This design comes from an exercise in tuning for small area, a short achievable clock period and few clock cycles on the open sky130 flow, not from production work. In this exercise RTL edits were held to simulation tests only and were not proved equivalent to the original. No run shown here takes its clock network from TritonCTS; it comes from the design's own scripts or RTL. No driver is modelled on the clock port, so clock power and skew are understated where the tree is cut down; a real chip needs a root buffer or a tree. Power and IR drop assume default switching activity.

## design.v

```verilog
module frame_decoder (
    input  wire       clk,
    input  wire       rst,
    input  wire       rx_valid,
    input  wire [7:0] rx_data,
    output wire       rx_ready,
    output reg        fr_valid,
    output reg        fr_sof,
    output reg        fr_eof,
    output reg  [7:0] fr_data,
    output reg        err_valid,
    output reg  [1:0] err_code,
    output wire [7:0] err_info
);
    localparam BUF_CAP = 128;           
    localparam N       = BUF_CAP + 2;   
    localparam VD      = 6;             
    localparam VW      = 3;             
    reg  [8*N-1:0] ring;
    wire [7:0]     rdat = ring[8*N-1 -: 8];    
    function [7:0] lf_fwd;
        input [7:0] s;
        lf_fwd = {s[6:0], s[7] ^ s[5] ^ s[4] ^ s[3]};
    endfunction
    function [7:0] lf_back;
        input [7:0] s;
        lf_back = {s[0] ^ s[6] ^ s[5] ^ s[4], s[7:1]};
    endfunction
    function [7:0] lf_steps;    
        input [7:0] s;
        input integer k;
        integer i;
        begin
            lf_steps = s;
            for (i = 0; i < k; i = i + 1) lf_steps = lf_fwd(lf_steps);
            for (i = 0; i < -k; i = i + 1) lf_steps = lf_back(lf_steps);
        end
    endfunction
    localparam [7:0] LZ    = 8'h01;                  
    localparam [7:0] LONE  = lf_steps(LZ, 1);        
    localparam [7:0] LNM1  = lf_steps(LZ, N - 1);    
    localparam [7:0] LWAIT = lf_steps(LZ, -(N - 1));  
    localparam [7:0] LONE_BACK = lf_steps(LZ, -1);     
    reg  [7:0] d;       
    reg        d0;      
    reg  [7:0] e;       
    reg        e0;      
    reg  [7:0] cnt;     
    reg        full;    
    reg        empty;   
    reg  [VD-1:0] vq;   
    reg  [VW-1:0] vcnt;
    reg           vempty, vfull;
    reg         w_size, w_sizehi, w_cmd, w_pay, w_chk;
    reg  [7:0]  acc;        
    reg  [14:0] rem;        
    reg         rem1;       
    reg         nost;       
    reg         rdy;        
    reg         r_size, r_sizehi, r_cmd, r_pay, r_chk;
    reg  [7:0]  rrem;
    reg         reof;       
    reg         rhz;        
    reg         rout;       
    assign rx_ready = rdy;
    assign err_info = acc;
    wire rd     = e0 & ~empty & ~(r_cmd & vempty);
    wire wr_ok  = d0 & (~full | rd);
    wire take   = rx_valid & rdy;
    wire nskip  = (w_pay | w_chk) & nost;
    wire wr     = w_size ? wr_ok : (take & ~nskip);
    wire [7:0] wdata = (take & ~(w_cmd & nost)) ? rx_data : 8'h00;
    wire [7:0] acc_in   = w_size ? 8'h00 : acc;
    wire [7:0] acc_next = acc_in ^ rx_data;
    wire [7:0] acc_tk   = acc_in ^ (rx_data & {8{take}});
    wire       acc_nz   = |acc_next;
    wire       dat_z    = ~|rx_data;
    wire vpush = take & w_chk & ~nost;
    wire vpop  = rd & r_cmd;
    always @(posedge clk)
        ring <= {ring[8*N-9:0], wr ? wdata : rdat};
    wire d_is1   = (d == LONE_BACK);
    wire cnt_isN1 = (cnt == LNM1);
    wire cnt_is1 = (cnt == LONE);
    wire vcnt_isF1 = (vcnt == VD - 1);
    wire vcnt_is1 = (vcnt == 1);
    wire [7:0] d_n     = d0 ? LWAIT : lf_fwd(d);
    wire       d0_n    = d0 ? wr : d_is1;
    wire [7:0] e_n     = e0 ? LWAIT : lf_fwd(e);
    wire       e0_n    = e0 ? rd : (e == LONE_BACK);
    wire       up      = wr & ~rd;
    wire       dn      = rd & ~wr;
    wire [7:0] cnt_n   = up ? lf_fwd(cnt) : dn ? lf_back(cnt) : cnt;
    wire       full_n  = up ? cnt_isN1 : dn ? 1'b0 : full;
    wire       empty_n = dn ? cnt_is1 : up ? 1'b0 : empty;
    wire       vup      = vpush & ~vpop;
    wire       vdn      = vpop & ~vpush;
    wire [VW-1:0] vcnt_n = vup ? vcnt + 1'b1 : vdn ? vcnt - 1'b1 : vcnt;
    wire       vfull_n  = vup ? vcnt_isF1 : vdn ? 1'b0 : vfull;
    wire       vempty_n = vdn ? vcnt_is1 : vup ? 1'b0 : vempty;
    wire len0   = ~nost & dat_z;                   
    wire lenbig = nost | (rx_data > BUF_CAP + 1);  
    reg  w_size_n, w_sizehi_n, w_cmd_n, w_pay_n, w_chk_n, nost_n, rem1_n;
    reg  [14:0] rem_n;
    always @* begin
        w_size_n = w_size; w_sizehi_n = w_sizehi; w_cmd_n = w_cmd;
        w_pay_n = w_pay; w_chk_n = w_chk; nost_n = nost;
        rem_n = rem; rem1_n = rem1;
        if (take) begin
            if (w_size) begin
                rem_n  = {8'd0, rx_data[6:0]};
                rem1_n = (rx_data[6:0] == 7'd1);
                nost_n = rx_data[7] & (rx_data[6:0] != 7'd0);
                if (!dat_z) begin
                    w_size_n   = 1'b0;
                    w_cmd_n    = ~rx_data[7];
                    w_sizehi_n = rx_data[7];
                end
            end
            if (w_sizehi) begin
                rem_n      = {rem[6:0], rx_data};
                rem1_n     = ~nost & (rx_data == 8'd1);
                nost_n     = lenbig;
                w_sizehi_n = 1'b0;
                w_size_n   = len0;
                w_cmd_n    = ~len0;
            end
            if (w_cmd | w_pay) begin
                rem_n   = rem - 15'd1;
                rem1_n  = (rem == 15'd2);
                w_cmd_n = 1'b0;
                w_pay_n = ~rem1;
                w_chk_n = rem1;
            end
            if (w_chk) begin
                w_chk_n  = 1'b0;
                w_size_n = 1'b1;
                nost_n   = 1'b0;
            end
        end
    end
    wire rlen_ok = rhz & (rdat != 8'h00) & (rdat <= BUF_CAP + 1);
    reg  r_size_n, r_sizehi_n, r_cmd_n, r_pay_n, r_chk_n;
    always @* begin
        r_size_n = r_size; r_sizehi_n = r_sizehi; r_cmd_n = r_cmd;
        r_pay_n = r_pay; r_chk_n = r_chk;
        if (rd) begin
            if (r_size && rdat != 8'h00) begin
                r_size_n   = 1'b0;
                r_cmd_n    = ~rdat[7];
                r_sizehi_n = rdat[7];
            end
            if (r_sizehi) begin
                r_sizehi_n = 1'b0;
                r_cmd_n    = rlen_ok;
                r_size_n   = ~rlen_ok;
            end
            if (r_cmd | r_pay) begin
                r_cmd_n = 1'b0;
                r_pay_n = ~reof;
                r_chk_n = reof;
            end
            if (r_chk) begin
                r_chk_n  = 1'b0;
                r_size_n = 1'b1;
            end
        end
    end
    function rdy_f;
        input tk;
        reg wr_t, d0_t, up_t, dn_t, full_t, empty_t, vpush_t, vup_t, vdn_t;
        reg vfull_t, vempty_t, rd_t, wrok_t, paychk_t, szm_t;
        begin
            wr_t     = w_size ? wr_ok : (tk & ~nskip);
            d0_t     = d0 ? wr_t : d_is1;
            up_t     = wr_t & ~rd;
            dn_t     = rd & ~wr_t;
            full_t   = up_t ? cnt_isN1 : dn_t ? 1'b0 : full;
            empty_t  = dn_t ? cnt_is1 : up_t ? 1'b0 : empty;
            vpush_t  = tk & w_chk & ~nost;
            vup_t    = vpush_t & ~vpop;
            vdn_t    = vpop & ~vpush_t;
            vfull_t  = vup_t ? vcnt_isF1 : vdn_t ? 1'b0 : vfull;
            vempty_t = vdn_t ? vcnt_is1 : vup_t ? 1'b0 : vempty;
            rd_t     = e0_n & ~empty_t & ~(r_cmd_n & vempty_t);
            wrok_t   = d0_t & (~full_t | rd_t);
            paychk_t = tk ? (w_cmd | w_pay) : (w_pay | w_chk);
            szm_t    = w_size | (tk & (w_sizehi | w_chk));
            rdy_f    = (nost & paychk_t) | (wrok_t & ~(vfull_t & szm_t));
        end
    endfunction
    wire rdy_n   = take ? rdy_f(1'b1) : rdy_f(1'b0);
    always @(posedge clk) begin
        if (rst) begin
            d <= LZ;  d0 <= 1'b1;
            e <= LZ;  e0 <= 1'b1;
            cnt <= LZ; full <= 1'b0; empty <= 1'b1;
            vcnt <= 0; vfull <= 1'b0; vempty <= 1'b1;
            w_size <= 1'b1; w_sizehi <= 1'b0; w_cmd <= 1'b0; w_pay <= 1'b0; w_chk <= 1'b0;
            nost <= 1'b0;
            r_size <= 1'b1; r_sizehi <= 1'b0; r_cmd <= 1'b0; r_pay <= 1'b0; r_chk <= 1'b0;
            rdy <= 1'b1;
            fr_valid <= 1'b0;
            err_valid <= 1'b0;
        end else begin
            d <= d_n;  d0 <= d0_n;
            e <= e_n;  e0 <= e0_n;
            cnt <= cnt_n; full <= full_n; empty <= empty_n;
            vcnt <= vcnt_n; vfull <= vfull_n; vempty <= vempty_n;
            w_size <= w_size_n; w_sizehi <= w_sizehi_n; w_cmd <= w_cmd_n;
            w_pay <= w_pay_n; w_chk <= w_chk_n;
            nost <= nost_n;
            r_size <= r_size_n; r_sizehi <= r_sizehi_n; r_cmd <= r_cmd_n;
            r_pay <= r_pay_n; r_chk <= r_chk_n;
            rdy <= rdy_n;
            fr_valid  <= rd & ((r_cmd & vq[0]) | (r_pay & rout));
            err_valid <= take & ((w_sizehi & len0) | (w_chk & (acc_nz | nost)));
        end
    end
    always @(posedge clk) begin
        rem  <= rem_n;
        rem1 <= rem1_n;
        acc <= (take & w_sizehi & len0) ? 8'h00 : acc_tk;
        err_code <= w_chk ? (acc_nz ? 2'd1 : 2'd3) : 2'd2;
        fr_sof   <= r_cmd;
        fr_eof   <= reof;
        fr_data  <= rdat;
    end
    always @(posedge clk) begin : vfifo
        integer i;
        for (i = 0; i < VD; i = i + 1) begin
            if (vpop) begin
                if (vpush && vcnt == i + 1)
                    vq[i] <= ~acc_nz;
                else if (i < VD - 1)
                    vq[i] <= vq[i+1];
            end else if (vpush && vcnt == i)
                vq[i] <= ~acc_nz;
        end
    end
    always @(posedge clk) begin
        if (rd) begin
            if (r_size) begin
                rrem <= {1'b0, rdat[6:0]};
                reof <= (rdat[6:0] == 7'd1);
                rhz  <= (rdat[6:0] == 7'd0);
            end
            if (r_sizehi) begin
                rrem <= rdat;
                reof <= (rdat == 8'd1);
            end
            if (r_cmd | r_pay) begin
                rrem <= rrem - 8'd1;
                reof <= (rrem == 8'd2);
            end
            if (r_cmd)
                rout <= vq[0];
        end
    end
endmodule
```

## flow/run.sh

```bash
#!/bin/bash
# The standard layout, except for the clock tree: flow/pre_cts.tcl builds
# a two-level tree (clock port -> 4 root buffers -> 44 leaf buffers ->
# flip-flops) before the CTS step, in place of TritonCTS's three levels.
# The rest of the CTS step (legalisation, timing repair) runs as usual.
# Port buffers are buf_2 instead of the default delay-cell buffers.
set -euo pipefail
here=$(pwd)
export PRE_CTS_TCL="$here/flow/pre_cts.tcl"
export BUFFER_PORTS_ARGS="-buffer_cell sky130_fd_sc_hd__buf_2"
bash standard.sh > "$here/standard.log" 2>&1
```

## flow/pre_cts.tcl

```tcl
# Runs in ORFS's CTS step, before clock_tree_synthesis. Builds a balanced
# two-level clock tree by hand and turns the clock_tree_synthesis call of the
# step into a no-op, so the step's legalisation and repair act on this tree.
# The flip-flop clock pins are split into equal clusters by recursive
# bisection of their locations; one leaf buffer per cluster sits at its
# centroid, and the leaves are split the same way among the root buffers,
# which the clock port drives directly.
set mt_nleaf 44
set mt_nroot 4
set mt_master sky130_fd_sc_hd__clkbuf_16

proc mt_split {pts k} {
  if {$k <= 1} { return [list $pts] }
  set xs [lmap p $pts {lindex $p 0}]
  set ys [lmap p $pts {lindex $p 1}]
  set dx [expr {[tcl::mathfunc::max {*}$xs] - [tcl::mathfunc::min {*}$xs]}]
  set dy [expr {[tcl::mathfunc::max {*}$ys] - [tcl::mathfunc::min {*}$ys]}]
  set idx [expr {$dx >= $dy ? 0 : 1}]
  set s [lsort -real -index $idx $pts]
  set k1 [expr {$k / 2}]
  set k2 [expr {$k - $k1}]
  set n1 [expr {int(round(double([llength $s]) * $k1 / $k))}]
  return [concat [mt_split [lrange $s 0 [expr {$n1 - 1}]] $k1] \
                 [mt_split [lrange $s $n1 end] $k2]]
}

proc mt_centroid {pts} {
  set sx 0.0
  set sy 0.0
  foreach p $pts {
    set sx [expr {$sx + [lindex $p 0]}]
    set sy [expr {$sy + [lindex $p 1]}]
  }
  set n [llength $pts]
  return [list [expr {int($sx / $n)}] [expr {int($sy / $n)}]]
}

proc mt_buffer {block m name xy net_in net_out} {
  set inst [odb::dbInst_create $block $m $name]
  $inst setLocation [lindex $xy 0] [lindex $xy 1]
  $inst setPlacementStatus PLACED
  [$inst findITerm A] connect $net_in
  [$inst findITerm X] connect $net_out
  [$inst findITerm VPWR] connect [$block findNet VDD]
  [$inst findITerm VGND] connect [$block findNet VSS]
  return $inst
}

proc mt_build {clkname nleaf nroot master} {
  set db [ord::get_db]
  set block [ord::get_db_block]
  set m [$db findMaster $master]
  set clk [$block findNet $clkname]
  set pts {}
  foreach it [$clk getITerms] {
    set bb [[$it getInst] getBBox]
    lappend pts [list [expr {([$bb xMin] + [$bb xMax]) / 2}] \
                      [expr {([$bb yMin] + [$bb yMax]) / 2}] $it]
  }
  puts "pre_cts: [llength $pts] clock sinks, $nleaf leaf buffers, $nroot root buffers"
  set leaves {}
  set i 0
  foreach c [mt_split $pts $nleaf] {
    set net [odb::dbNet_create $block "clknet_leaf_$i"]
    $net setSigType CLOCK
    foreach p $c {
      set it [lindex $p 2]
      $it disconnect
      $it connect $net
    }
    set xy [mt_centroid $c]
    lappend leaves [list [lindex $xy 0] [lindex $xy 1] $net $i]
    incr i
  }
  set j 0
  foreach g [mt_split $leaves $nroot] {
    set rnet [odb::dbNet_create $block "clknet_root_$j"]
    $rnet setSigType CLOCK
    foreach p $g {
      mt_buffer $block $m "clkbuf_leaf_[lindex $p 3]" [lrange $p 0 1] $rnet [lindex $p 2]
    }
    mt_buffer $block $m "clkbuf_root_$j" [mt_centroid $g] $clk $rnet
    incr j
  }
}

mt_build clk $mt_nleaf $mt_nroot $mt_master

rename clock_tree_synthesis tritoncts_clock_tree_synthesis
proc clock_tree_synthesis {args} {
  puts "pre_cts: clock tree already built; clock_tree_synthesis $args skipped"
  set_propagated_clock [all_clocks]
}
```

## standard.sh

```bash
#!/bin/bash
# synth_recipe.tcl (not shown) runs the flow's synth.tcl, then flattens the netlist and writes it again
# the make line also repeats each setting of config.mk as NAME=value (left out here)
make -C /OpenROAD-flow-scripts/flow DESIGN_CONFIG=/design/flow/config.mk WORK_HOME=/design/flow/orfs CLKGATE_MAP_FILE= SYNTH_SCRIPT=/design/flow/synth_recipe.tcl "${@:-finish}"
```

## config.mk

```make
export PLATFORM = sky130hd
export DESIGN_NAME = frame_decoder
export DESIGN_NICKNAME = frame_decoder
export VERILOG_FILES = /design/flow/design.v
export SDC_FILE = /design/flow/constraint.sdc
export NUM_CORES = 4
export LEC_CHECK = 0
export ABC_AREA = 1
export CAP_MARGIN = 20
export CORE_MARGIN = 2
export CORE_UTILIZATION = 60
export SETUP_SLACK_MARGIN = 4.4
export SLEW_MARGIN = 20
export TNS_END_PERCENT = 5
```

## constraint.sdc

```tcl
create_clock -name core_clock -period 6.0 [get_ports {clk}]
set_input_delay 1.2000 -clock core_clock [delete_from_list [all_inputs] [get_ports {clk}]]
set_output_delay 1.2000 -clock core_clock [all_outputs]
set_load 0.01 [all_outputs]
```

==> results of run 1 <==
## stage by stage
stage               area (sq um)  worst slack, ps  std cells
finish                     28600             3900       2392
global route               28600             3840       2392
CTS                        28300             3870       2379
detailed placement         26800             3110       2312
global placement           26800             3130       2312
floorplan                  26000             3570       1709
## where the power goes
| group | switching (mW) | internal [mW] |
|---|---|---|
| registers | 0.208 | 8.31 |
| logic | 0.321 | 0.229 |
| clock network | 1.97 | 1.44 |
| total | 2.50 | 9.97 |
## per-layer routing
metal,track usage,vias to the layer above,share of wire
li1,-,5512,-
met1,0.216,4944,0.54
met2,0.189,152,0.38
met3,0.0171,59,0.049
met4,0.0369,0,0.028
met5,0,-,0
## worst min path at each step
| stage | start | to | slack, ps | depth (start not counted) |
|---|---|---|---|---|
| floorplan | ring[992] | ring[1000] | 310 | 0 |
| global placement | ring[435] | ring[443] | 310 | 0 |
| detailed placement | ring[996] | ring[1004] | 310 | 0 |
| CTS | ring[94] | ring[102] | 320 | 0 |
| global route | ring[443] | ring[451] | 330 | 0 |
| finish | ring[443] | ring[451] | 320 | 0 |
## final cells by class
class / count / share of cell area
multi-input combinational: 450 / 0.0906
tap: 585 / 0.0256
sequential: 1140 / 0.808
inverter: 103 / 0.0147
timing repair buffer: 66 / 0.0190
buffer: 48 / 0.0420
## sequential cells by signal, indices dropped and copies added (netlist names), 2 cells and up
register / cells
ring: 1040
rem: 15
acc: 8
cnt: 8
d: 8
e: 8
fr_data: 8
rrem: 8
vq: 6
vcnt: 3
err_code: 2
## cells in the mapped netlist (2+ instances only)
library cell / count
dfxtp_1: 1111
nand2_1: 119
inv_1: 98
nor2_1: 92
o21ai_0: 60
a21oi_1: 34
nand3_1: 32
edfxtp_1: 29
xor2_1: 16
ha_1: 14
clkbuf_1: 11
nor3_1: 11
a31oi_1: 8
o21ai_1: 8
xnor2_1: 7
a211oi_1: 5
inv_2: 4
buf_6: 3
nand2_2: 3
nand4_1: 3
o211ai_1: 3
o22ai_1: 3
or2_2: 3
a21oi_2: 2
a221oi_1: 2
a22oi_1: 2
nor2_2: 2
nor4_1: 2
o21ai_2: 2
o31ai_1: 2
## logic make-up after synthesis
logic type | count (synthesis)
DFF | 1140
and+or+nand+nor | 273
AOI/OAI and AO/OA | 140
buffers and inverters | 119
xor gates and xnor gates | 23
adders and majority gates | 14
## timing repair
| action | in CTS | in global routing |
|---|---|---|
| gates resized for setup | 66 | 57 |
| pin swaps | 12 | 14 |
| endpoints found under the setup margin | 121 | 121 |
| buffers inserted | 19 | 13 |
==> impl_results.md, run 1 <==
- Area of the multi-input gates: 2590 sq um
- Leak: 11.6 nW
- Xor and xnor area share after synthesis: 0.00777
- Maximum vdd drop: 0.000312 V
- I/O pin total: 34
- Synth Cell Area: 25,900 sq um
- Commonest non-fill, non-tap cell in the layout: dfxtp_1
- Final WL: 30,200 microns
- Max Cap Violations: 0
- Nets: 1,834
- Post-Syn Instances: 1,709
- Die footprint: 44,900 sq um
- Antenna fix cells: 0
- Number of global-route vias before repair: 10,200
- Die Ht: 212 microns
- Seq cells post-synth: 1,140
- Crit-path cells: buf_6
- Remaining DRCs: 0
- Yosys top cell by area: dfxtp_1
- Setup CP Type: reg -> out
- Hold Buf Count CTS: 0
- Startpoint Class: register
- Placement row count: 76
- Critical path startpoint: fr_eof
- Reg area: 23,100 sq um
- Synth cell types: 48
- Global-route wire length before repair: 50,100 microns
- Core Util, Final: 0.668
- Die width: 212 microns
- Main area contributors after synthesis: dfxtp_1 86%, edfxtp_1 3.4%, nand2_1 1.7%, inv_1 1.4%, nor2_1 1.3%
- Final hold slack: 315 ps
- RSZ-0062 raised after global routing: true
- CP max stage cell: dfxtp_4
- Crit-path max cell delay: 370 ps
- Port Buf Inserts: 33
- Cell count of the worst reg-to-reg path: 12
- Avg Cell Area, Syn: 15.2 sq um
- Final period util: 0.351
- Top achievable clock speed: 475 MHz
- Reg2reg start: nost
- Drt wl/cell: 12.6 microns
- Post-Synthesis Net Count: 1,734
- DRT iter0 DRCs: 637
- Initial antenna violation count: 1
- Adder-Cell Fraction of Synth Area: 0.00676
- Minimum clock period: 2100 ps
- Final setup viols: 0
- Worst-path maximum fanout: 1
- CP top delay family: flip-flops
- Post-DRT Antenna Nets: 0
- CP required: 4800 ps
- Worst-Skew Late Latency: 420 ps
- Critical Path AT: 900 ps
- Cell depth of the worst setup path: 1
- Worst-Margin Slew: 1030 ps
- Final Slew Violations: 0
- Grt total ovfl: 0
- Status: complete, no violations
- Area grow syn2layout: 10.4%
- Rel. slew slack: 0.308
- Compound-Gate Fraction of Synth Area: 0.0307
- Top FF cell, synth: dfxtp_1
- Worst hold-check path type: reg -> reg
- R2R setup slack: 4030 ps
- Final clock skew: 33.4 ps
- CP Buf/Inv Count: 1
- Pwr Total: 12.5 mW
- Fin. Hold Viols: 0
- Worst-path clk slew: 90 ps
- Total core area: 42,900 sq um
- Layout cell share with drive strength beyond 1: 0.108
- Post-synth EDFFs: 29
- Setup TNS: 0 ps
- Fill cells: 3,064
- Simple-gate share of the synthesized area: 0.0452
- Routability Congestion: 0.814
- Power per cell area: 436 nW/um^2
- Via/cell ratio: 4.46
- Register area share after synthesis: 0.891
- Synth warn: 1
- Total number of vias: 10,700
- Largest net degree at the start of global routing: 29
- Largest family of logic cells by synthesized area: simple AND/OR/NAND/NOR gates
- Reg2reg end: cnt[1]
- Worst Setup EP: fr_eof
- CP Capture Type: output pin
- Initial Util: 0.605
- Async set or reset register ratio after synthesis: 0
- DPL Wire Length: 17,300 microns
- Mux share of post-synthesis cell area: 0
- TritonRoute pass-1 iters: 5
- Top cell type's share of synthesized area: 0.858
- Global Route Usage Sum: 0.134
- Most frequent cells in the layout: 1,095 x dfxtp_1, 110 x nand2_1, 88 x inv_1, 88 x nor2_1, 52 x o21ai_0
Testbench counts, summed over its fixed seeds: cycles 25,007.
==> run 2: changes to the inputs <==
--- a/config.mk
+++ b/config.mk
@@ -9,6 +9,6 @@
 export CAP_MARGIN = 20
 export CORE_MARGIN = 2
 export CORE_UTILIZATION = 60
-export SETUP_SLACK_MARGIN = 4.4
+export SETUP_SLACK_MARGIN = 4.1
 export SLEW_MARGIN = 20
-export TNS_END_PERCENT = 5
+export TNS_END_PERCENT = 0
==> impl_results.md, run 2 <==
- Regs by FF count: ring (1040), rem (15) (unchanged)
- Grt total ovfl: 0 (unchanged)
- Synth cell types: 48 (unchanged)
- Top achievable clock speed: 468 MHz (was 475 MHz)
- Hold Buf Count CTS: 0 (unchanged)
- Worst-Skew Late Latency: 430 ps (was 420 ps)
- Critical Path AT: 940 ps (was 900 ps)
- Total core area: 42,900 sq um (unchanged)
- Worst hold-check path type: reg -> reg (unchanged)
- Area grow syn2layout: 9.66% (was 10.4%)
- Nets: 1,827 (was 1,834)
- DRT iter0 DRCs: 629 (was 637)
- Final WL: 31,000 microns (was 30,200 microns)
- Top cell type's share of synthesized area: 0.858 (unchanged)
- Pwr Total: 12.4 mW (was 12.5 mW)
- Initial Util: 0.605 (unchanged)
- Number of global-route vias before repair: 10,200 (about the same)
- Final instance area: 28,400 sq um (was 28,600 sq um)
- Post-Syn Instances: 1,709 (unchanged)
- Die footprint: 44,900 sq um (unchanged)
- Most frequent cells after synthesis: 1,111 x dfxtp_1, 119 x nand2_1, 98 x inv_1 (unchanged)
- Status: complete, no violations (unchanged)
- Port Buf Inserts: 33 (unchanged)
- Worst-Margin Slew: 907 ps (was 1030 ps)
- Synth warn: 1 (unchanged)
- Post-route non-filler standard cell count: 2,385 (was 2,392)
- Most frequent cells in the layout: 1,096 x dfxtp_1, 115 x nand2_1, 91 x inv_1 (was 1,095 x dfxtp_1, 110 x nand2_1, 88 x inv_1, 88 x nor2_1, 52 x o21ai_0)
- Main area contributors after synthesis: dfxtp_1 86%, edfxtp_1 3.4%, nand2_1 1.7%, inv_1 1.4%, nor2_1 1.3% (unchanged)
- Yosys top cell by area: dfxtp_1 (unchanged)
- Total number of vias: 10,600 (was 10,700)
- Placed Instance Area: 26,800 sq um (about the same)
- CP Buf/Inv Count: 1 (unchanged)
- DPL Wire Length: 18,100 microns (was 17,300 microns)
- Maximum vdd drop: 0.000313 V (was 0.000312 V)
- Drt wl/cell: 13.0 microns (was 12.6 microns)
- Placement row count: 76 (unchanged)
- Largest net degree at the start of global routing: 29 (unchanged)
- Max Cap Violations: 0 (unchanged)
- Startpoint Class: register (unchanged)
- Synth Cell Area: 25,900 sq um (unchanged)
- Placed cells: 2,312 (unchanged)
- Avg Cell Area, Syn: 15.2 sq um (unchanged)
- Register area share after synthesis: 0.891 (unchanged)
- Routability Congestion: 0.869 (was 0.814)
- Global-route wire length before repair: 50,600 microns (was 50,100 microns)
- Async set or reset register ratio after synthesis: 0 (unchanged)
- Final clock skew: 38.3 ps (was 33.4 ps)
- Leak: 11.6 nW (about the same)
- Setup TNS: 0 ps (unchanged)
- Final setup viols: 0 (unchanged)
- CP required: 4800 ps (about the same)
- Largest reg by FF count: ring (unchanged)
- Post-synth EDFFs: 29 (unchanged)
- Power per cell area: 437 nW/um^2 (was 436 nW/um^2)
- Worst-path clk slew: 100 ps (was 90 ps)
- CP Capture Type: output pin (unchanged)
- Worst-path maximum fanout: 1 (unchanged)
- Final period util: 0.356 (was 0.351)
- Die Ht: 212 microns (unchanged)
- Seq cells post-synth: 1,140 (unchanged)
- Top FF cell, synth: dfxtp_1 (unchanged)
- Rel. slew slack: 0.395 (was 0.308)
- Antenna fix cells: 0 (unchanged)
- Crit-path max cell delay: 400 ps (was 370 ps)
- CP max stage cell: dfxtp_4 (unchanged)
- Crit-path cells: buf_6 (unchanged)
- Post-Synthesis Net Count: 1,734 (unchanged)
- Fin. Hold Viols: 0 (unchanged)
- Max reg flops: 1,040 (unchanged)
- Final Slew Violations: 0 (unchanged)
- Global Route Usage Sum: 0.136 (was 0.134)
- Post-DRT Antenna Nets: 0 (unchanged)
- RSZ-0062 raised after global routing: true (unchanged)
- CP top delay family: flip-flops (unchanged)
- Setup CP Type: reg -> out (unchanged)
- Minimum clock period: 2140 ps (was 2100 ps)
- Initial antenna violation count: 0 (was 1)
- Fill cells: 3,103 (was 3,064)
- Via/cell ratio: 4.44 (was 4.46)
- I/O pin total: 34 (unchanged)
- Core Util, Final: 0.663 (was 0.668)
- Remaining DRCs: 0 (unchanged)
- Die width: 212 microns (unchanged)
- Commonest non-fill, non-tap cell in the layout: dfxtp_1 (unchanged)
- TritonRoute pass-1 iters: 5 (unchanged)
- Layout cell share with drive strength beyond 1: 0.0961 (was 0.108)
- Top-count cell post-synth: dfxtp_1 (unchanged)
run 2: cell types whose count changed in the layout (fill, tap and decap cells not counted), moves of 3 or more:
| cell | before | now |
|---|---|---|
| a21oi_1 | 27 | 30 |
| buf_2 | 15 | 21 |
| buf_6 | 19 | 8 |
| dfxtp_2 | 13 | 10 |
| inv_1 | 88 | 91 |
| nand2_1 | 110 | 115 |
| nand2_2 | 9 | 5 |
| nand3_1 | 27 | 30 |
| nor2_2 | 1 | 4 |
| o21ai_0 | 52 | 58 |
| o21ai_1 | 16 | 10 |
run 2: cell type report:
| type | count | area, sq um | share of cell area |
|---|---|---|---|
| inverter | 103 | 414 | 0.0146 |
| timing repair buffer | 59 | 428 | 0.0151 |
| sequential | 1140 | 23100 | 0.814 |
| multi-input combinational | 450 | 2510 | 0.0884 |
| buffer | 48 | 1200 | 0.0422 |
| tap | 585 | 732 | 0.0257 |
run 2: path summary, 6_finish.rpt:
path / start / slack [ps] / depth (start not counted) / endpoint
max: err_code[0] / 3860 / 1 / err_code[0]
max reg2reg: r_cmd / 3970 / 13 / empty
min: ring[341] / 320 / 0 / ring[349]
min reg2reg: ring[341] / 320 / 0 / ring[349]
run 2: kinds of logic (layout without fill, tap and decap cells):
family,count (synthesis),count (layout),synth area share
simple gates,273,273,0.0452
flops,1140,1140,0.891
buf+inv,119,210,0.0181
xor+xnor,23,23,0.00777
fa+ha+maj,14,14,0.00676
compound gates,140,140,0.0307
run 2: per-layer routing:
layer | part of all wire | up-vias | GRT usage
met4 | 0.019 | 0 | 0.0260
met1 | 0.55 | 4920 | 0.213
met2 | 0.40 | 122 | 0.203
li1 | - | 5496 | -
met3 | 0.039 | 54 | 0.0212
met5 | 0 | - | 0
run 2: through the flow:
step / worst slack [ps] / hold slack [ps]
floorplan: 3570 / 310
global placement: 3110 / 310
detailed placement: 3060 / 312
CTS: 3840 / 307
global route: 3830 / 316
finish: 3860 / 319
run 2: report_power, final:
| group | total [mW] | switching, mW | internal [mW] |
|---|---|---|---|
| registers | 8.51 | 0.205 | 8.31 |
| logic | 0.520 | 0.311 | 0.209 |
| clock network | 3.40 | 1.96 | 1.44 |
| total | 12.4 | 2.48 | 9.95 |
run 2: repair_timing:
action / CTS / global route
buffers inserted: 8 / 17
endpoints found under the setup margin: 98 / 94
pin swaps: 2 / 13
gates resized for setup: 28 / 47
==> run 3: changes to the inputs <==
--- a/config.mk
+++ b/config.mk
@@ -8,7 +8,7 @@
 export ABC_AREA = 1
 export CAP_MARGIN = 20
 export CORE_MARGIN = 2
-export CORE_UTILIZATION = 60
+export CORE_UTILIZATION = 66
 export SETUP_SLACK_MARGIN = 4.1
 export SLEW_MARGIN = 20
-export TNS_END_PERCENT = 0
+export TNS_END_PERCENT = 5
==> impl_results.md, run 3 <==
- Routability Congestion: 0.804 (was 0.869)
- CP Capture Type: output pin (unchanged)
- Pwr Total: 12.5 mW (was 12.4 mW)
- Met2 wire length: 12,800 microns (was 12,300 microns)
- CP Buf/Inv Count: 1 (unchanged)
- Grt total ovfl: 0 (unchanged)
- Nets: 1,825 (was 1,827)
- Crit-path cells: buf_6 (unchanged)
- Largest reg by FF count: ring (unchanged)
- Leak: 11.6 nW (about the same)
- Placement row count: 72 (was 76)
- Commonest non-fill, non-tap cell in the layout: dfxtp_1 (unchanged)
- Worst-path maximum fanout: 2 (was 1)
- CP top delay family: flip-flops (unchanged)
- Die footprint: 40,900 sq um (was 44,900 sq um)
- Area grow syn2layout: 9.79% (was 9.66%)
- Power per cell area: 438 nW/um^2 (was 437 nW/um^2)
- Worst hold path depth: 0 (unchanged)
- Die width: 202 microns (was 212 microns)
- Post-Syn Instances: 1,709 (unchanged)
- WL met1: 16,300 microns (was 16,900 microns)
- Setup CP Type: reg -> out (unchanged)
- Seq cells post-synth: 1,140 (unchanged)
- Largest net degree at the start of global routing: 29 (unchanged)
- Final Slew Violations: 0 (unchanged)
- Initial antenna violation count: 0 (unchanged)
- Final setup viols: 0 (unchanged)
- Final clock skew: 23.0 ps (was 38.3 ps)
- Max Cap Violations: 0 (unchanged)
- Synth Cell Area: 25,900 sq um (unchanged)
- Hold Buf Count CTS: 0 (unchanged)
- Rel. slew slack: 0.309 (was 0.395)
- Global Route Usage Sum: 0.154 (was 0.136)
- Final period util: 0.352 (was 0.356)
- I/O pin total: 34 (unchanged)
- Most frequent cells after synthesis: 1,111 x dfxtp_1, 119 x nand2_1, 98 x inv_1 (unchanged)
- Remaining DRCs: 0 (unchanged)
- Avg Cell Area, Syn: 15.2 sq um (unchanged)
- Synth warn: 1 (unchanged)
- Fin. Hold Viols: 0 (unchanged)
- Total core area: 38,700 sq um (was 42,900 sq um)
- Reg2reg end: cnt[6] (was empty)
- Async set or reset register ratio after synthesis: 0 (unchanged)
- Final hold slack: 326 ps (was 319 ps)
- CP max stage cell: dfxtp_2 (was dfxtp_4)
- Setup TNS: 0 ps (unchanged)
- Startpoint Class: register (unchanged)
- Uppermost layer routed: met4 (unchanged)
- Reg2reg start: r_cmd (unchanged)
- RSZ-0062 raised after global routing: true (unchanged)
- Final WL: 31,500 microns (was 31,000 microns)
- Main area contributors after synthesis: dfxtp_1 86%, edfxtp_1 3.4%, nand2_1 1.7%, inv_1 1.4%, nor2_1 1.3% (unchanged)
- Number of global-route vias before repair: 10,400 (was 10,200)
- Maximum vdd drop: 0.000369 V (was 0.000313 V)
- Post-Synthesis Net Count: 1,734 (unchanged)
- Post-DRT Antenna Nets: 0 (unchanged)
- Layout cell share with drive strength beyond 1: 0.103 (was 0.0961)
- Post-synth EDFFs: 29 (unchanged)
- Top FF cell, synth: dfxtp_1 (unchanged)
- Worst-path clk slew: 110 ps (was 100 ps)
- Critical Path AT: 910 ps (was 940 ps)
- Crit-path max cell delay: 380 ps (was 400 ps)
- Worst-Margin Slew: 1030 ps (was 907 ps)
- Most frequent cells in the layout: 1,095 x dfxtp_1, 113 x nand2_1, 88 x inv_1 (was 1,096 x dfxtp_1, 115 x nand2_1, 91 x inv_1)
- Yosys top cell by area: dfxtp_1 (unchanged)
- Port Buf Inserts: 33 (unchanged)
- Die Ht: 202 microns (was 212 microns)
- CP required: 4800 ps (about the same)
- R2R setup slack: 4020 ps (was 3970 ps)
- Placed Instance Area: 26,700 sq um (was 26,800 sq um)
- Via/cell ratio: 4.61 (was 4.44)
- Hold_sp: ring[255] (was ring[341])
- Drt wl/cell: 13.6 microns (was 13.0 microns)
- Register area share after synthesis: 0.891 (unchanged)
- Synth cell types: 48 (unchanged)
- Top-count cell post-synth: dfxtp_1 (unchanged)
- TritonRoute pass-1 iters: 6 (was 5)
- Top cell type's share of synthesized area: 0.858 (unchanged)
- Global-route wire length before repair: 52,000 microns (was 50,600 microns)
- Final instance area: 28,500 sq um (was 28,400 sq um)
- Regs by FF count: ring (1040), rem (15) (unchanged)
- Worst hold-check path type: reg -> reg (unchanged)
- Worst-Skew Late Latency: 410 ps (was 430 ps)
- Minimum clock period: 2110 ps (was 2140 ps)
- Max reg flops: 1,040 (unchanged)
- Fill cells: 2,479 (was 3,103)
- DRT iter0 DRCs: 551 (was 629)
- Hold Crit Endpoint: ring[263] (was ring[349])
- Initial Util: 0.669 (was 0.605)
- Total number of vias: 10,700 (was 10,600)
- DPL Wire Length: 17,500 microns (was 18,100 microns)
- Metal3 WL: 1800 microns (was 1210 microns)
- Cell count of the worst reg-to-reg path: 14 (was 13)
- Status: complete, no violations (unchanged)
- Top achievable clock speed: 474 MHz (was 468 MHz)
run 3: cell counts after synthesis:
No cell type changed its count.
run 3: timing repair:
item                       in CTS  in global routing
setup endpoints to repair      94                 99
resized for setup              43                 59
gates cloned                    1                  0
setup buffers                  15                  7
pin swaps                       7                 14
run 3: worst max path at each step:
stage	to	slack [ps]	startpoint	cells after the start
3_5_place_dp	acc[1]	3130	rx_data[5]	9
4_1_cts	err_info[6]	3880	acc[6]	1
6_report	err_info[6]	3890	acc[6]	1
3_3_place_gp	acc[2]	3140	rx_data[3]	9
5_1_grt	err_info[7]	3860	acc[7]	1
2_1_floorplan	cnt[7]	3570	rx_valid	12
run 3: layout make-up:
cell class,instances,area [sq um],area share
sequential,1140,23100,0.813
multi-input combinational,450,2610,0.0915
buffer,48,1200,0.0422
tap,518,648,0.0228
timing repair buffer,57,458,0.0161
inverter,103,414,0.0145
antenna,1,2.50,0.0000879
run 3: kinds of logic (layout without fill, tap and decap cells):
family | count (synthesis) | in the layout | synth area share
DFF | 1140 | 1140 | 0.891
and+or+nand+nor | 273 | 273 | 0.0452
AOI/OAI and AO/OA | 140 | 140 | 0.0307
buffers and inverters | 119 | 208 | 0.0181
xor gates and xnor gates | 23 | 23 | 0.00777
adders and majority gates | 14 | 14 | 0.00676
other | 0 | 1 | 0
run 3: stage by stage:
step,util,setup slack [ps],cells
final,0.735,3890,2317
after CTS,0.728,3880,2309
after floorplan,-,3570,1709
after global routing,0.735,3860,2316
after global placement,0.690,3140,2245
after detailed placement,0.690,3130,2245
run 3: where the power goes:
| part | switching [mW] | internal (mW) | total (mW) |
|---|---|---|---|
| logic | 0.322 | 0.227 | 0.548 |
| registers | 0.210 | 8.31 | 8.52 |
| clock network | 1.97 | 1.44 | 3.41 |
run 3: per-layer routing:
layer  global-route usage  vias up
li1                     -     5491
met1                0.238     4960
met2                0.231      190
met3               0.0271       48
met4               0.0310        0
met5                    0        -
==> run 4: changes to the inputs <==
--- a/config.mk
+++ b/config.mk
@@ -8,7 +8,8 @@
 export ABC_AREA = 1
 export CAP_MARGIN = 20
 export CORE_MARGIN = 2
-export CORE_UTILIZATION = 66
+export CORE_UTILIZATION = 60
+export PLACE_DENSITY = 0.7
 export SETUP_SLACK_MARGIN = 4.1
 export SLEW_MARGIN = 20
 export TNS_END_PERCENT = 5
==> impl_results.md, run 4 <==
- Status: complete, no violations (unchanged)
- Fin. Hold Viols: 0 (unchanged)
- Seq pwr share: 0.684 (was 0.683)
- Top cell type's share of synthesized area: 0.858 (unchanged)
- Sw frac: 0.202 (was 0.201)
- I/O pin total: 34 (unchanged)
- Largest net degree at the start of global routing: 29 (unchanged)
- Antenna fix cells: 0 (was 1)
- Async set or reset register ratio after synthesis: 0 (unchanged)
- Pwr Total: 12.5 mW (about the same)
- Initial Util: 0.605 (was 0.669)
- Layout cell share with drive strength beyond 1: 0.0973 (was 0.103)
- Leak: 11.6 nW (about the same)
- Seq cells post-synth: 1,140 (unchanged)
- CP required: 4800 ps (about the same)
- DRT iter0 DRCs: 662 (was 551)
- Worst-Skew Late Latency: 420 ps (was 410 ps)
- Die Ht: 212 microns (was 202 microns)
- Top achievable clock speed: 470 MHz (was 474 MHz)
- Worst-path maximum fanout: 2 (unchanged)
- Regs by FF count: ring (1040), rem (15) (unchanged)
- Fill cells: 3,030 (was 2,479)
- Worst-Margin Slew: 969 ps (was 1030 ps)
- Post-DRT Antenna Nets: 0 (unchanged)
- Maximum vdd drop: 0.000296 V (was 0.000369 V)
- Port Buf Inserts: 33 (unchanged)
- Area grow syn2layout: 9.49% (was 9.79%)
- Global Route Usage Sum: 0.140 (was 0.154)
- Final period util: 0.355 (was 0.352)
- Final instance area: 28,400 sq um (was 28,500 sq um)
- Rel. slew slack: 0.351 (was 0.309)
- Setup CP Type: reg -> out (unchanged)
- Routability Congestion: 0.836 (was 0.804)
- Post-Synthesis Net Count: 1,734 (unchanged)
- Initial antenna violation count: 1 (was 0)
- Grt total ovfl: 0 (unchanged)
- Crit-path cells: buf_6 (unchanged)
- Minimum clock period: 2130 ps (was 2110 ps)
- Final clock skew: 32.0 ps (was 23.0 ps)
- TritonRoute pass-1 iters: 5 (was 6)
- CP top delay family: flip-flops (unchanged)
- RSZ-0062 raised after global routing: true (unchanged)
- Die width: 212 microns (was 202 microns)
- Clock power share: 0.274 (was 0.273)
- Register area share after synthesis: 0.891 (unchanged)
- Top FF cell, synth: dfxtp_1 (unchanged)
- Power per cell area: 439 nW/um^2 (was 438 nW/um^2)
- Largest reg by FF count: ring (unchanged)
- Comb pwr share: 0.042 (was 0.044)
- Main area contributors after synthesis: dfxtp_1 86%, edfxtp_1 3.4%, nand2_1 1.7%, inv_1 1.4%, nor2_1 1.3% (unchanged)
- Final setup viols: 0 (unchanged)
- Psw: 2.51 mW (was 2.50 mW)
- Die footprint: 44,900 sq um (was 40,900 sq um)
- Synth warn: 1 (unchanged)
- Drt wl/cell: 13.4 microns (was 13.6 microns)
- Avg Cell Area, Syn: 15.2 sq um (unchanged)
- Setup TNS: 0 ps (unchanged)
- CP Capture Type: output pin (unchanged)
- CP max stage cell: dfxtp_4 (was dfxtp_2)
- Nets: 1,825 (unchanged)
- Number of global-route vias before repair: 10,500 (was 10,400)
- Internal power: 9.95 mW (was 9.97 mW)
- Yosys top cell by area: dfxtp_1 (unchanged)
- Critical Path AT: 930 ps (was 910 ps)
- Post-synth EDFFs: 29 (unchanged)
- Total core area: 42,900 sq um (was 38,700 sq um)
- Placement row count: 76 (was 72)
- Most frequent cells after synthesis: 1,111 x dfxtp_1, 119 x nand2_1, 98 x inv_1 (unchanged)
- Commonest non-fill, non-tap cell in the layout: dfxtp_1 (unchanged)
- Synth Cell Area: 25,900 sq um (unchanged)
- Crit-path max cell delay: 380 ps (about the same)
- Total number of vias: 10,800 (was 10,700)
- Synth cell types: 48 (unchanged)
- Via/cell ratio: 4.52 (was 4.61)
- CP Buf/Inv Count: 1 (unchanged)
- Worst-path clk slew: 110 ps (about the same)
- Final WL: 31,900 microns (was 31,500 microns)
- Final Slew Violations: 0 (unchanged)
- Max Cap Violations: 0 (unchanged)
- Global-route wire length before repair: 51,900 microns (was 52,000 microns)
- Startpoint Class: register (unchanged)
- Post-Syn Instances: 1,709 (unchanged)
- DPL Wire Length: 18,200 microns (was 17,500 microns)
- Most frequent cells in the layout: 1,097 x dfxtp_1, 114 x nand2_1, 89 x inv_1 (was 1,095 x dfxtp_1, 113 x nand2_1, 88 x inv_1)
- Worst hold-check path type: reg -> reg (unchanged)
- Max reg flops: 1,040 (unchanged)
- Remaining DRCs: 0 (unchanged)
- Top-count cell post-synth: dfxtp_1 (unchanged)
- Placed Instance Area: 26,800 sq um (was 26,700 sq um)
==> run 4: cell counts after synthesis <==
Identical to the previous run, type by type.
==> run 4: logic make-up after synthesis <==
family,after synthesis,share of synthesized area
AND/OR/NAND/NOR,273,0.0452
XOR/XNOR,23,0.00777
AO/OA/AOI/OAI,140,0.0307
buffers and inverters,119,0.0181
flip-flops,1140,0.891
adder cells (fa/ha/maj),14,0.00676
==> run 4: layout make-up <==
cell class	instances	area (sq um)	share of cell area
buffer	48	1200	0.0423
multi-input combinational	450	2520	0.0886
timing repair buffer	57	402	0.0141
tap	585	732	0.0258
inverter	103	400	0.0141
sequential	1140	23100	0.815
==> run 4: power groups by stage <==
stage	combinational, mW	clock, mW	sequential, mW
final	0.521	3.42	8.52
after global routing	0.583	3.77	8.60
after CTS	0.495	3.50	8.54
after detailed placement	0.443	0	8.69
after global placement	0.429	0	8.67
after floorplan	0.348	0	8.61
==> run 4: path summary, 6_finish.rpt <==
check / start / to / slack, ps / depth (start not counted)
setup / recovery: rdy / rx_ready / 3870 / 1
hold / removal: ring[94] / ring[102] / 310 / 0
setup reg to reg: nost / cnt[7] / 4010 / 14
hold reg to reg: ring[94] / ring[102] / 310 / 0
==> run 4: timing repair <==
action,in CTS,in global routing
pin swaps,6,11
hold buffers,0,0
buffers inserted,14,9
resized for setup,42,37
setup endpoints to repair,101,100
==> run 4: stage by stage <==
step            util  setup slack (ps)  hold WS [ps]  instances
3_5_place_dp   0.625              3080           312       2312
3_3_place_gp   0.625              3090           310       2312
4_1_cts        0.658              3860           323       2374
2_1_floorplan      -              3570           310       1709
6_report       0.662              3870           315       2383
5_1_grt        0.662              3840           335       2383
==> run 4: layer usage <==
layer	up-vias	global-route usage	routed length [microns]
li1	5494	-	-
met2	199	0.211	13100
met5	-	0	0
met1	5015	0.216	16500
met4	0	0.0355	786
met3	59	0.0203	1440
==> run 5: changes to the inputs <==
--- a/config.mk
+++ b/config.mk
@@ -5,11 +5,10 @@
 export SDC_FILE = /design/flow/constraint.sdc
 export NUM_CORES = 4
 export LEC_CHECK = 0
-export ABC_AREA = 1
+export ABC_AREA = 0
 export CAP_MARGIN = 20
 export CORE_MARGIN = 2
 export CORE_UTILIZATION = 60
-export PLACE_DENSITY = 0.7
 export SETUP_SLACK_MARGIN = 4.1
 export SLEW_MARGIN = 20
 export TNS_END_PERCENT = 5
==> impl_results.md, run 5 <==
- Top achievable clock speed: 441 MHz (was 470 MHz)
- DRT iter0 DRCs: 702 (was 662)
- Largest net degree at the start of global routing: 44 (was 29)
- Die Ht: 212 microns (about the same)
- Simple-gate share of the synthesized area: 0.0484 (was 0.0452)
- R2R setup slack: 3750 ps (was 4010 ps)
- Die footprint: 45,000 sq um (was 44,900 sq um)
- Metal3 WL: 1180 microns (was 1440 microns)
- Adder-Cell Fraction of Synth Area: 0.00674 (was 0.00676)
- Final clock skew: 25.4 ps (was 32.0 ps)
- Synth cell types: 57 (was 48)
- WL met1: 16,400 microns (was 16,500 microns)
- Pwr Total: 11.7 mW (was 12.5 mW)
- Setup CP Type: in -> reg (was reg -> out)
- Worst-path maximum fanout: 3 (was 2)
- Hold Crit Endpoint: ring[133] (was ring[102])
- Main area contributors after synthesis: dfxtp_1 86%, edfxtp_1 3.4%, nor2_1 1.4%, o21ai_0 1.2%, nand2_1 0.92% (was dfxtp_1 86%, edfxtp_1 3.4%, nand2_1 1.7%, inv_1 1.4%, nor2_1 1.3%)
- Routability Congestion: 0.793 (was 0.836)
- Placement row count: 76 (unchanged)
- CP Buf/Inv Count: 1 (unchanged)
- Fin. Hold Viols: 0 (unchanged)
- Seq cells post-synth: 1,140 (unchanged)
- Critical Path AT: 2570 ps (was 930 ps)
- Synth warn: 1 (unchanged)
- Async set or reset register ratio after synthesis: 0 (unchanged)
- Antenna fix cells: 0 (unchanged)
- CP top delay family: compound AO/OA/AOI/OAI gates (was flip-flops)
- Worst hold-check path type: reg -> reg (unchanged)
- Total number of vias: 10,600 (was 10,800)
- Post-DRT Antenna Nets: 0 (unchanged)
- Synth Cell Area: 26,000 sq um (was 25,900 sq um)
- Die width: 212 microns (about the same)
- Global Route Usage Sum: 0.133 (was 0.140)
- Worst hold path depth: 0 (unchanged)
- Most frequent cells after synthesis: 1,111 x dfxtp_1, 95 x nor2_1, 64 x nand2_1, 64 x o21ai_0, 37 x a21oi_1 (was 1,111 x dfxtp_1, 119 x nand2_1, 98 x inv_1)
- Area of the multi-input gates: 2790 sq um (was 2520 sq um)
- Register area share after synthesis: 0.889 (was 0.891)
- Port Buf Inserts: 33 (unchanged)
- Largest reg by FF count: ring (unchanged)
- Power per cell area: 416 nW/um^2 (was 439 nW/um^2)
- Drt wl/cell: 13.0 microns (was 13.4 microns)
- Max reg flops: 1,040 (unchanged)
- Xor and xnor area share after synthesis: 0.0118 (was 0.00777)
- Area grow syn2layout: 8.65% (was 9.49%)
- Layout cell share with drive strength beyond 1: 0.0767 (was 0.0973)
- Avg Cell Area, Syn: 15.7 sq um (was 15.2 sq um)
- Final Slew Violations: 0 (unchanged)
- I/O pin total: 34 (unchanged)
- Met2 wire length: 11,800 microns (was 13,100 microns)
- Compound-Gate Fraction of Synth Area: 0.0333 (was 0.0307)
- Mux share of post-synthesis cell area: 0.00270 (was 0)
- Hold_sp: ring[125] (was ring[94])
- Status: complete, no violations (unchanged)
- Crit-path cells: buf_4, and2_4, a2111oi_4, nor2_1, or2_4, o32ai_2, a22oi_1 (was buf_6)
- TritonRoute pass-1 iters: 4 (was 5)
- Post-Synthesis Net Count: 1,683 (was 1,734)
- Final period util: 0.378 (was 0.355)
- Minimum clock period: 2270 ps (was 2130 ps)
- Pre-CTS WS: 3010 ps (was 3080 ps)
- CP Capture Type: register (was output pin)
- Post-Syn Instances: 1,658 (was 1,709)
- Remaining DRCs: 0 (unchanged)
- Initial antenna violation count: 0 (was 1)
- Core Util, Final: 0.658 (was 0.662)
- Regs by FF count: ring (1040), rem (15) (unchanged)
- Initial Util: 0.606 (was 0.605)
- Number of global-route vias before repair: 10,100 (was 10,500)
- Yosys top cell by area: dfxtp_1 (unchanged)
- Total core area: 42,900 sq um (unchanged)
- Leak: 11.1 nW (was 11.6 nW)
- Final hold slack: 320 ps (was 315 ps)
- Reg2reg end: rdy (was cnt[7])
- Final instance area: 28,200 sq um (was 28,400 sq um)
- Max Cap Violations: 0 (unchanged)
- Crit-path max cell delay: 340 ps (was 380 ps)
- Most frequent cells in the layout: 1,103 x dfxtp_1, 94 x nor2_1, 63 x nand2_1 (was 1,097 x dfxtp_1, 114 x nand2_1, 89 x inv_1)
- Reg2reg start: ring[1038] (was nost)
- Top FF cell, synth: dfxtp_1 (unchanged)
- Via/cell ratio: 4.59 (was 4.52)
- Worst-Skew Late Latency: 420 ps (about the same)
- Worst-Margin Slew: 897 ps (was 969 ps)
- RSZ-0062 raised after global routing: true (unchanged)
- Commonest non-fill, non-tap cell in the layout: dfxtp_1 (unchanged)
- Worst-path clk slew: 100 ps (was 110 ps)
- Uppermost layer routed: met4 (unchanged)
- Startpoint Class: input pin (was register)
- Final setup viols: 0 (unchanged)
- CP max stage cell: a2111oi_4 (was dfxtp_4)
- Final WS setup: 3730 ps (was 3870 ps)
- Rel. slew slack: 0.402 (was 0.351)
- Top cell type's share of synthesized area: 0.856 (was 0.858)
- Global-route wire length before repair: 49,900 microns (was 51,900 microns)
- Top-count cell post-synth: dfxtp_1 (unchanged)
- Final WL: 30,000 microns (was 31,900 microns)
- Reg area: 23,100 sq um (about the same)
- Post-synth EDFFs: 29 (unchanged)
- Cell count of the worst reg-to-reg path: 6 (was 14)
- Largest family of logic cells by synthesized area: simple AND/OR/NAND/NOR gates (unchanged)
- Setup TNS: 0 ps (unchanged)
- Grt total ovfl: 0 (unchanged)
- DPL Wire Length: 16,800 microns (was 18,200 microns)
- Placed cells: 2,241 (was 2,312)
- Placed Instance Area: 26,800 sq um (about the same)
- Post-route non-filler standard cell count: 2,305 (was 2,383)
- Nets: 1,747 (was 1,825)
- Maximum vdd drop: 0.000297 V (was 0.000296 V)
- Fill cells: 3,129 (was 3,030)
- CP required: 6300 ps (was 4800 ps)
[run 5: cell count changes in the layout (fill, tap and decap cells not counted), moves of 9 or more]
cell,before,now
inv_1,89,13
nand2_1,114,63
xnor2_1,7,26
a21oi_1,27,36
o21ai_1,13,3
and2_1,0,12
inv_2,11,0
[run 5: where the power goes]
part,switching [mW],total (mW),internal [mW]
clock network,1.94,3.37,1.43
registers,0.122,8.01,7.89
logic,0.193,0.346,0.153
total,2.25,11.7,9.48
[run 5: layout make-up]
cell class | count | area share
inverter | 16 | 0.00244
buffer | 48 | 0.0425
multi-input combinational | 465 | 0.0988
tap | 585 | 0.0259
sequential | 1140 | 0.819
timing repair buffer | 51 | 0.0113
[run 5: kinds of logic after synthesis]
family,count (synthesis)
DFF,1140
and+or+nand+nor,264
AOI/OAI and AO/OA,145
buffers and inverters,53
xor gates and xnor gates,35
adders and majority gates,14
muxes,7
[run 5: worst max path at each step]
stage / from / end / depth (start not counted)
after global routing: ring[1038] / rdy / 6
after floorplan: rx_valid / vcnt[2] / 9
after global placement: rx_valid / cnt[5] / 9
final: rx_valid / rdy / 7
after CTS: ring[1038] / rdy / 6
after detailed placement: rx_valid / cnt[4] / 9
[run 5: timing repair]
action | in CTS | in global routing
setup buffers | 16 | 0
hold buffers | 0 | 0
pin swaps | 9 | 2
setup endpoints to repair | 99 | 100
gates resized for setup | 25 | 5
[run 5: metal layers]
metal  vias to the layer above  global-route usage
li1                       5420                   -
met4                         0              0.0340
met1                      4978               0.213
met3                        52              0.0174
met5                         -                   0
met2                       133               0.190
==> run 6: changes to the inputs <==
--- a/config.mk
+++ b/config.mk
@@ -5,10 +5,10 @@
 export SDC_FILE = /design/flow/constraint.sdc
 export NUM_CORES = 4
 export LEC_CHECK = 0
-export ABC_AREA = 0
+export ABC_AREA = 1
 export CAP_MARGIN = 20
 export CORE_MARGIN = 2
 export CORE_UTILIZATION = 60
-export SETUP_SLACK_MARGIN = 4.1
+export SETUP_SLACK_MARGIN = 4.2
 export SLEW_MARGIN = 20
-export TNS_END_PERCENT = 5
+export TNS_END_PERCENT = 10
==> impl_results.md, run 6 <==
- Status: complete, no violations (unchanged)
- Final WL: 30,300 microns (was 30,000 microns)
- Placed cells: 2,312 (was 2,241)
- Synth Cell Area: 25,900 sq um (was 26,000 sq um)
- Async set or reset register ratio after synthesis: 0 (unchanged)
- Total number of vias: 10,800 (was 10,600)
- Regs by FF count: ring (1040), rem (15) (unchanged)
- Routability Congestion: 0.814 (was 0.793)
- Post-route non-filler standard cell count: 2,403 (was 2,305)
- Drt wl/cell: 12.6 microns (was 13.0 microns)
- Register area share after synthesis: 0.891 (was 0.889)
- Post-Synthesis Net Count: 1,734 (was 1,683)
- I/O pin total: 34 (unchanged)
- Die footprint: 44,900 sq um (was 45,000 sq um)
- Worst-path clk slew: 90 ps (was 100 ps)
- Worst hold path depth: 0 (unchanged)
- Rel. slew slack: 0.313 (was 0.402)
- Most frequent cells after synthesis: 1,111 x dfxtp_1, 119 x nand2_1, 98 x inv_1 (was 1,111 x dfxtp_1, 95 x nor2_1, 64 x nand2_1, 64 x o21ai_0, 37 x a21oi_1)
- Initial Util: 0.605 (was 0.606)
- Hold Buf Count CTS: 0 (unchanged)
- CP required: 4800 ps (was 6300 ps)
- Crit-path cells: buf_6 (was buf_4, and2_4, a2111oi_4, nor2_1, or2_4, o32ai_2, a22oi_1)
- Global-route wire length before repair: 50,000 microns (was 49,900 microns)
- Mux share of post-synthesis cell area: 0 (was 0.00270)
- Via/cell ratio: 4.48 (was 4.59)
- Reg area: 23,100 sq um (about the same)
- Port Buf Inserts: 33 (unchanged)
- Placement row count: 76 (unchanged)
- Leak: 11.7 nW (was 11.1 nW)
- Commonest non-fill, non-tap cell in the layout: dfxtp_1 (unchanged)
- R2R setup slack: 4050 ps (was 3750 ps)
- Final Slew Violations: 0 (unchanged)
- DRT iter0 DRCs: 677 (was 702)
- Final clock skew: 34.2 ps (was 25.4 ps)
- Fill cells: 3,045 (was 3,129)
- Post-DRT Antenna Nets: 0 (unchanged)
- Max Cap Violations: 0 (unchanged)
- Avg Cell Area, Syn: 15.2 sq um (was 15.7 sq um)
- Minimum clock period: 2100 ps (was 2270 ps)
- CP Capture Type: output pin (was register)
- Die Ht: 212 microns (about the same)
- Global Route Usage Sum: 0.134 (was 0.133)
- Critical Path AT: 900 ps (was 2570 ps)
- Synth warn: 1 (unchanged)
- Nets: 1,845 (was 1,747)
- Initial antenna violation count: 1 (was 0)
- Worst hold-check path type: reg -> reg (unchanged)
- Die width: 212 microns (about the same)
- Post-synth EDFFs: 29 (unchanged)
- Compound-Gate Fraction of Synth Area: 0.0307 (was 0.0333)
- Yosys top cell by area: dfxtp_1 (unchanged)
- Cell count of the worst reg-to-reg path: 10 (was 6)
- Reg2reg start: rem[0] (was ring[1038])
- Fin. Hold Viols: 0 (unchanged)
- CP Buf/Inv Count: 1 (unchanged)
- Antenna fix cells: 0 (unchanged)
- Seq cells post-synth: 1,140 (unchanged)
- Remaining DRCs: 0 (unchanged)
- Maximum vdd drop: 0.000312 V (was 0.000297 V)
- Final period util: 0.350 (was 0.378)
- CP top delay family: flip-flops (was compound AO/OA/AOI/OAI gates)
- Number of global-route vias before repair: 10,200 (was 10,100)
- Largest family of logic cells by synthesized area: simple AND/OR/NAND/NOR gates (unchanged)
- Setup CP Type: reg -> out (was in -> reg)
- Grt total ovfl: 0 (unchanged)
- Area grow syn2layout: 11.0% (was 8.65%)
- Worst-Margin Slew: 1030 ps (was 897 ps)
- Simple-gate share of the synthesized area: 0.0452 (was 0.0484)
- Largest reg by FF count: ring (unchanged)
- Synth cell types: 48 (was 57)
- Hold Crit Endpoint: ring[451] (was ring[133])
- Top-count cell post-synth: dfxtp_1 (unchanged)
- Hold_sp: ring[443] (was ring[125])
- Startpoint Class: register (was input pin)
- Crit-path max cell delay: 370 ps (was 340 ps)
- CP max stage cell: dfxtp_4 (was a2111oi_4)
- Setup TNS: 0 ps (unchanged)
- Xor and xnor area share after synthesis: 0.00777 (was 0.0118)
- Largest net degree at the start of global routing: 29 (was 44)
- Worst-path maximum fanout: 1 (was 3)
- Layout cell share with drive strength beyond 1: 0.124 (was 0.0767)
- Main area contributors after synthesis: dfxtp_1 86%, edfxtp_1 3.4%, nand2_1 1.7%, inv_1 1.4%, nor2_1 1.3% (was dfxtp_1 86%, edfxtp_1 3.4%, nor2_1 1.4%, o21ai_0 1.2%, nand2_1 0.92%)
- Area of the multi-input gates: 2630 sq um (was 2790 sq um)
- DPL Wire Length: 17,300 microns (was 16,800 microns)
- Total core area: 42,900 sq um (unchanged)
- Most frequent cells in the layout: 1,089 x dfxtp_1, 111 x nand2_1, 87 x nor2_1 (was 1,103 x dfxtp_1, 94 x nor2_1, 63 x nand2_1)
- Post-Syn Instances: 1,709 (was 1,658)
- Max reg flops: 1,040 (unchanged)
- Top cell type's share of synthesized area: 0.858 (was 0.856)
- Critical path startpoint: fr_eof (was rx_valid)
- Reg2reg end: rem[14] (was rdy)
- Power per cell area: 434 nW/um^2 (was 416 nW/um^2)
- Top achievable clock speed: 476 MHz (was 441 MHz)
- Final setup viols: 0 (unchanged)
- TritonRoute pass-1 iters: 5 (was 4)
- Worst-Skew Late Latency: 420 ps (about the same)
- Adder-Cell Fraction of Synth Area: 0.00676 (was 0.00674)
- Top FF cell, synth: dfxtp_1 (unchanged)
- RSZ-0062 raised after global routing: true (unchanged)
## run 6: cell families (layout without fill, tap and decap cells)
logic type,after synthesis,after routing
flip-flops,1140,1140
AND/OR/NAND/NOR,273,273
AO/OA/AOI/OAI,140,140
buffers and inverters,119,228
XOR/XNOR,23,23
adder cells (fa/ha/maj),14,14
## run 6: where the power goes
group | switching, mW | leakage [nW] | internal (mW) | total, mW
Combinational | 0.332 | 1.71 | 0.247 | 0.579
Sequential | 0.208 | 9.40 | 8.31 | 8.52
Clock | 1.96 | 0.592 | 1.44 | 3.40
Total | 2.50 | 11.7 | 9.99 | 12.5
## run 6: worst max-delay path by stage
stage               cells past startpoint  endpoint
floorplan                              12    cnt[7]
global placement                       12    cnt[7]
detailed placement                      9    acc[5]
CTS                                     1  rx_ready
global route                           16    cnt[7]
finish                                  1    fr_eof
## run 6: routing by layer
metal,part of all wire,global-route usage
met5,0,0
met4,0.028,0.0357
met3,0.044,0.0168
met2,0.39,0.190
met1,0.54,0.215
## run 6: cell type report
cell class	instances	area share
Timing Repair Buffer	77	0.0221
Inverter	103	0.0147
Multi-Input combinational cell	450	0.0913
Buffer	48	0.0418
Tap cell	585	0.0254
Sequential cell	1140	0.805
## run 6: through the flow
step | power (mW) | cell area, sq um | hold slack [ps] | worst slack, ps | util
global placement | 9.11 | 26800 | 311 | 3130 | 0.625
floorplan | 8.96 | 26000 | 310 | 3570 | -
CTS | 12.6 | 28300 | 319 | 3870 | 0.661
finish | 12.5 | 28800 | 315 | 3900 | 0.671
global route | 13.0 | 28800 | 326 | 3840 | 0.671
detailed placement | 9.12 | 26800 | 312 | 3110 | 0.625
## run 6: timing repair
action                                  4_1_cts  5_1_grt
pin swaps                                    14       18
setup buffers                                18       25
endpoints found under the setup margin      109      105
gates resized for setup                      72       79
==> run 7: changes to the inputs <==
--- a/flow/run.sh
+++ b/flow/run.sh
@@ -1,6 +1,6 @@
 #!/bin/bash
 # The standard layout, except for the clock tree: flow/pre_cts.tcl builds
-# a two-level tree (clock port -> 4 root buffers -> 44 leaf buffers ->
+# a two-level tree (clock port -> 4 root buffers -> 40 leaf buffers ->
 # flip-flops) before the CTS step, in place of TritonCTS's three levels.
 # The rest of the CTS step (legalisation, timing repair) runs as usual.
 # Port buffers are buf_2 instead of the default delay-cell buffers.
--- a/flow/pre_cts.tcl
+++ b/flow/pre_cts.tcl
@@ -5,7 +5,7 @@
 # bisection of their locations; one leaf buffer per cluster sits at its
 # centroid, and the leaves are split the same way among the root buffers,
 # which the clock port drives directly.
-set mt_nleaf 44
+set mt_nleaf 40
 set mt_nroot 4
 set mt_master sky130_fd_sc_hd__clkbuf_16
 
--- a/config.mk
+++ b/config.mk
@@ -9,6 +9,6 @@
 export CAP_MARGIN = 20
 export CORE_MARGIN = 2
 export CORE_UTILIZATION = 60
-export SETUP_SLACK_MARGIN = 4.2
+export SETUP_SLACK_MARGIN = 4.1
 export SLEW_MARGIN = 20
-export TNS_END_PERCENT = 10
+export TNS_END_PERCENT = 5
==> impl_results.md, run 7 <==
- Most frequent cells in the layout: 1,095 x dfxtp_1, 114 x nand2_1, 89 x inv_1 (was 1,089 x dfxtp_1, 111 x nand2_1, 87 x nor2_1)
- Die footprint: 44,900 sq um (unchanged)
- Initial antenna violation count: 1 (unchanged)
- Antenna fix cells: 0 (unchanged)
- Top-count cell post-synth: dfxtp_1 (unchanged)
- Cell count of the worst reg-to-reg path: 8 (was 10)
- Final period util: 0.352 (was 0.350)
- Main area contributors after synthesis: dfxtp_1 86%, edfxtp_1 3.4%, nand2_1 1.7%, inv_1 1.4%, nor2_1 1.3% (unchanged)
- Status: complete, no violations (unchanged)
- CP required: 4800 ps (about the same)
- Placement row count: 76 (unchanged)
- Global Route Usage Sum: 0.133 (was 0.134)
- Placed cells: 2,312 (unchanged)
- Final hold slack: 317 ps (was 315 ps)
- CP Buf/Inv Count: 1 (unchanged)
- Post-Syn Instances: 1,709 (unchanged)
- Total number of vias: 10,600 (was 10,800)
- CP Capture Type: output pin (unchanged)
- Die Ht: 212 microns (unchanged)
- Worst-path maximum fanout: 2 (was 1)
- Met2 wire length: 11,600 microns (was 11,700 microns)
- Fill cells: 3,068 (was 3,045)
- Synth cell types: 48 (unchanged)
- Cell depth of the worst setup path: 1 (unchanged)
- Fin. Hold Viols: 0 (unchanged)
- Final Slew Violations: 0 (unchanged)
- Setup CP Type: reg -> out (unchanged)
- Top cell type's share of synthesized area: 0.858 (unchanged)
- Leak: 11.5 nW (was 11.7 nW)
- Largest net degree at the start of global routing: 30 (was 29)
- Minimum clock period: 2110 ps (was 2100 ps)
- Largest reg by FF count: ring (unchanged)
- Maximum vdd drop: 0.000330 V (was 0.000312 V)
- RSZ-0062 raised after global routing: true (unchanged)
- Grt total ovfl: 0 (unchanged)
- Area grow syn2layout: 9.45% (was 11.0%)
- Post-DRT Antenna Nets: 0 (unchanged)
- Worst hold-check path type: reg -> reg (unchanged)
- Uppermost layer routed: met4 (unchanged)
- Nets: 1,822 (was 1,845)
- DPL Wire Length: 17,300 microns (unchanged)
- Global-route wire length before repair: 49,600 microns (was 50,000 microns)
- Commonest non-fill, non-tap cell in the layout: dfxtp_1 (unchanged)
- Register area share after synthesis: 0.891 (unchanged)
- Metal3 WL: 1520 microns (was 1330 microns)
- Final WL: 30,000 microns (was 30,300 microns)
- Async set or reset register ratio after synthesis: 0 (unchanged)
- Worst-path clk slew: 110 ps (was 90 ps)
- Most frequent cells after synthesis: 1,111 x dfxtp_1, 119 x nand2_1, 98 x inv_1 (unchanged)
- Crit-path max cell delay: 380 ps (was 370 ps)
- Power per cell area: 433 nW/um^2 (was 434 nW/um^2)
- Post-Synthesis Net Count: 1,734 (unchanged)
- Worst-Skew Late Latency: 420 ps (about the same)
- Avg Cell Area, Syn: 15.2 sq um (unchanged)
- Total core area: 42,900 sq um (unchanged)
- Critical Path AT: 910 ps (was 900 ps)
- Synth warn: 1 (unchanged)
- Rel. slew slack: 0.319 (was 0.313)
- Number of global-route vias before repair: 10,100 (was 10,200)
- Post-synth EDFFs: 29 (unchanged)
- Worst hold path depth: 0 (unchanged)
- Via/cell ratio: 4.46 (was 4.48)
- Max Cap Violations: 0 (unchanged)
- Regs by FF count: ring (1040), rem (15) (unchanged)
- Worst-Margin Slew: 1020 ps (was 1030 ps)
- Final setup viols: 0 (unchanged)
- I/O pin total: 34 (unchanged)
- Crit-path cells: buf_6 (unchanged)
- Max reg flops: 1,040 (unchanged)
- Drt wl/cell: 12.6 microns (about the same)
- Top FF cell, synth: dfxtp_1 (unchanged)
## run 7: cell counts after synthesis
No cell type changed its count.
## run 7: repair_timing
action,in CTS,in global routing
setup buffers,17,7
pin swaps,6,10
hold endpoints to repair,0,0
endpoints found under the setup margin,85,94
hold buffers,0,0
resized for setup,43,51
## run 7: cell families (layout without fill, tap and decap cells)
| family | after synthesis | count (layout) | synth area share |
|---|---|---|---|
| AOI/OAI and AO/OA | 140 | 140 | 0.0307 |
| DFF | 1140 | 1140 | 0.891 |
| xor gates and xnor gates | 23 | 23 | 0.00777 |
| buffers and inverters | 119 | 205 | 0.0181 |
| adders and majority gates | 14 | 14 | 0.00676 |
| and+or+nand+nor | 273 | 273 | 0.0452 |
## run 7: power by group
| part | switching (mW) | internal [mW] |
|---|---|---|
| Combinational | 0.306 | 0.206 |
| Sequential | 0.207 | 8.31 |
| Clock | 1.93 | 1.32 |
## run 7: path summary, 6_finish.rpt
path | startpoint | endpoint | slack, ps
worst min register to register | ring[443] | ring[451] | 320
worst max register to register | w_size | vq[0] | 4020
worst max-delay path | acc[5] | err_info[5] | 3890
worst min-delay path | ring[443] | ring[451] | 320
## run 7: final cells by class
class,count,area share
sequential,1140,0.815
multi-input combinational,450,0.0901
buffer,44,0.0388
tap,585,0.0258
timing repair buffer,58,0.0154
inverter,103,0.0145
## run 7: through the flow
step,util,power [mW],cell area (sq um),setup slack [ps]
after floorplan,-,8.96,26000,3570
after global placement,0.625,9.11,26800,3130
after detailed placement,0.625,9.12,26800,3110
after CTS,0.656,12.4,28200,3860
after global routing,0.662,12.8,28400,3840
final,0.662,12.3,28400,3890
## run 7: layer usage
layer,up-vias,track usage
met2,142,0.189
met5,-,0
met1,4928,0.212
met3,54,0.0200
li1,5486,-
met4,0,0.0333
